This design comes from an exercise in tuning for small area on the open sky130 flow, not from production work.
The RTL was checked by simulation tests, not by an equivalence proof against the original design.
Power figures rest on the tool's default switching activity, not on a simulated workload.

==> flow/design.v (excerpt) <==
module pwm16 (
    input  wire        clk,
    input  wire        rst,
    input  wire        bus_we,
    input  wire        bus_re,
    input  wire [7:0]  bus_addr,
    input  wire [31:0] bus_wdata,
    output wire [31:0] bus_rdata,
    output wire [5:0]  pin_out,
    output wire [5:0]  pin_oe
);
Size: about 780 cells after synthesis, ~160 flip-flops, roughly 8000 um^2 of cells after synthesis.
==> flow/config.mk <==
export PLATFORM = sky130hd
export DESIGN_NAME = pwm16
export DESIGN_NICKNAME = pwm16
export VERILOG_FILES = /design/flow/design.v
export SDC_FILE = /design/flow/constraint.sdc
export NUM_CORES = 4
export LEC_CHECK = 0
export CAP_MARGIN = 20
export CORE_MARGIN = 2
export CORE_UTILIZATION = 40
export PLACE_DENSITY = 0.6
export SLEW_MARGIN = 20
==> flow/constraint.sdc <==
create_clock -name core_clock -period 12.0 [get_ports {clk}]
set_input_delay 2.4000 -clock core_clock [delete_from_list [all_inputs] [get_ports {clk}]]
set_output_delay 2.4000 -clock core_clock [all_outputs]
set_load 0.01 [all_outputs]
standard.sh (not shown) runs the stock make flow with config.mk's settings and CLKGATE_MAP_FILE= SYNTH_SCRIPT=/design/flow/synth_recipe.tcl, a recipe that flattens the netlist after the stock synthesis.
==> flow/flow/run.sh <==
#!/bin/bash
# Own layout flow: the standard ORFS flow (standard.sh) with these changes:
#  - synthesis is the standard flow's own script, except that ABC maps the logic with the
#    area-oriented script flow/abc_area.script (registers are mapped before ABC
#    and are the same as in the standard synthesis);
#  - every input and output port is buffered with sky130_fd_sc_hd__buf_1;
#  - clock tree synthesis takes its arguments from flow/cts_args (no dummy loads);
#  - no buffers are inserted for outputs driven by a constant (SYNTH_INSBUF=0);
#  - adders are left to ABC (ADDER_MAP_FILE empty) instead of half-adder cells.
# Each tool's output stays in orfs/logs/...; make's own output is in flow_make.log.
set -euo pipefail
W=$(pwd)
# ORFS synth.tcl with ABC's script replaced
awk -v scr="$W/flow/abc_area.script" '
  { print }
  /source \$::env\(SCRIPTS_DIR\)\/synth_preamble.tcl/ {
    print "set abc_args [list -script " scr " {*}$lib_args {*}$lib_dont_use_args -constr $::env(OBJECTS_DIR)/abc.constr]"
  }' "$FLOW_HOME/scripts/synth.tcl" > "$W/own_synth_body.tcl"
grep -q "abc_area.script" "$W/own_synth_body.tcl"
# The standard flow's synthesis script, sourcing the copy above
sed "s#\$::env(SCRIPTS_DIR)/synth.tcl#$W/own_synth_body.tcl#" synth_recipe.tcl > "$W/own_synth.tcl"
grep -q "own_synth_body.tcl" "$W/own_synth.tcl"
CTS_ARGS=$(tr '\n' ' ' < "$W/flow/cts_args")
bash standard.sh SYNTH_SCRIPT="$W/own_synth.tcl" \
  "BUFFER_PORTS_ARGS=-buffer_cell sky130_fd_sc_hd__buf_1" "CTS_ARGS=$CTS_ARGS" SYNTH_INSBUF=0 ADDER_MAP_FILE= finish > "$W/flow_make.log" 2>&1
test -s out/final.def
==> flow/flow/abc_area.script <==
strash
&get -n
&st
&deepsyn -T 60
&st
&dch -f
&nf -a
&st
&dch -f
&nf -a
&put
topo
dnsize -c
==> flow/flow/cts_args <==
-sink_clustering_enable -repair_clock_nets -dont_use_dummy_load -sink_clustering_size 40 -sink_clustering_max_diameter 200 -buf_list sky130_fd_sc_hd__clkbuf_16
Change:
==> flow/flow/cts_args (replaced) <==
-sink_clustering_enable -repair_clock_nets -dont_use_dummy_load -sink_clustering_size 30 -buf_list sky130_fd_sc_hd__clkbuf_8
Outcome: Setup slack gets worse by 51 ps; power decreases by about 12%; global-route usage came out lower by 0.14 points; via count stays flat; routed wire length barely changes; hold slack stays flat; combinational power stays flat; register-to-register slack barely changes.
Change:
--- a/flow/flow/run.sh
+++ b/flow/flow/run.sh
@@ -7,4 +7,3 @@
 #  - clock tree synthesis takes its arguments from flow/cts_args (no dummy loads);
-#  - no buffers are inserted for outputs driven by a constant (SYNTH_INSBUF=0);
-#  - adders are left to ABC (ADDER_MAP_FILE empty) instead of half-adder cells.
+#  - no buffers are inserted for outputs driven by a constant (SYNTH_INSBUF=0).
 # Each tool's output stays in orfs/logs/...; make's own output is in flow_make.log.
@@ -24,3 +23,3 @@
 bash standard.sh SYNTH_SCRIPT="$W/own_synth.tcl" \
-  "BUFFER_PORTS_ARGS=-buffer_cell sky130_fd_sc_hd__buf_1" "CTS_ARGS=$CTS_ARGS" SYNTH_INSBUF=0 ADDER_MAP_FILE= finish > "$W/flow_make.log" 2>&1
+  "BUFFER_PORTS_ARGS=-buffer_cell sky130_fd_sc_hd__buf_1" "CTS_ARGS=$CTS_ARGS" SYNTH_INSBUF=0 finish > "$W/flow_make.log" 2>&1
 test -s out/final.def
==> flow/flow/abc_area.script (replaced) <==
strash
&get -n
&st
&dch -f
&nf -a
&put
topo
dnsize -c
Register-to-register slack got worse by 430 ps.
Cell area is higher by 4.6%.
Sequential power is higher by 8.7%.
Setup slack got worse by 660 ps.
Via count hardly moves.
Flip-flop and latch count is unchanged.
Sequential share of layout area is lower by 2.2 points.
Critical path depth does not change.
Count of clock-buffer cells in the layout does not change.
Wire length is lower by 5.6%.

port drivers added, routing unchanged:
Ports are ideal in the flow. The routed layouts listed here were re-timed in OpenROAD.
Step 1 sets driving cells, clkbuf_16 on the clock port and buf_2 on the other inputs (assumed; they add their load-dependent delay and slew).
Step 2, shift: input delay + t, output delay - t, t = (earliest + latest rising clock arrival at the registers) / 2. This alone moves slack from input paths to output paths.
Three values: ideal ports, drivers, drivers and shift; two values: the first two.
run	t (ns)	setup slack, ns	cell pins on the clock port's net
the first run	0.469	6.050 / 6.007 / 6.381	1
the second run	0.491	5.999 / 5.960 / 6.438	1
the third run	0.497	5.337 / 5.293 / 5.790	1
After both steps every run listed still meets setup and hold.
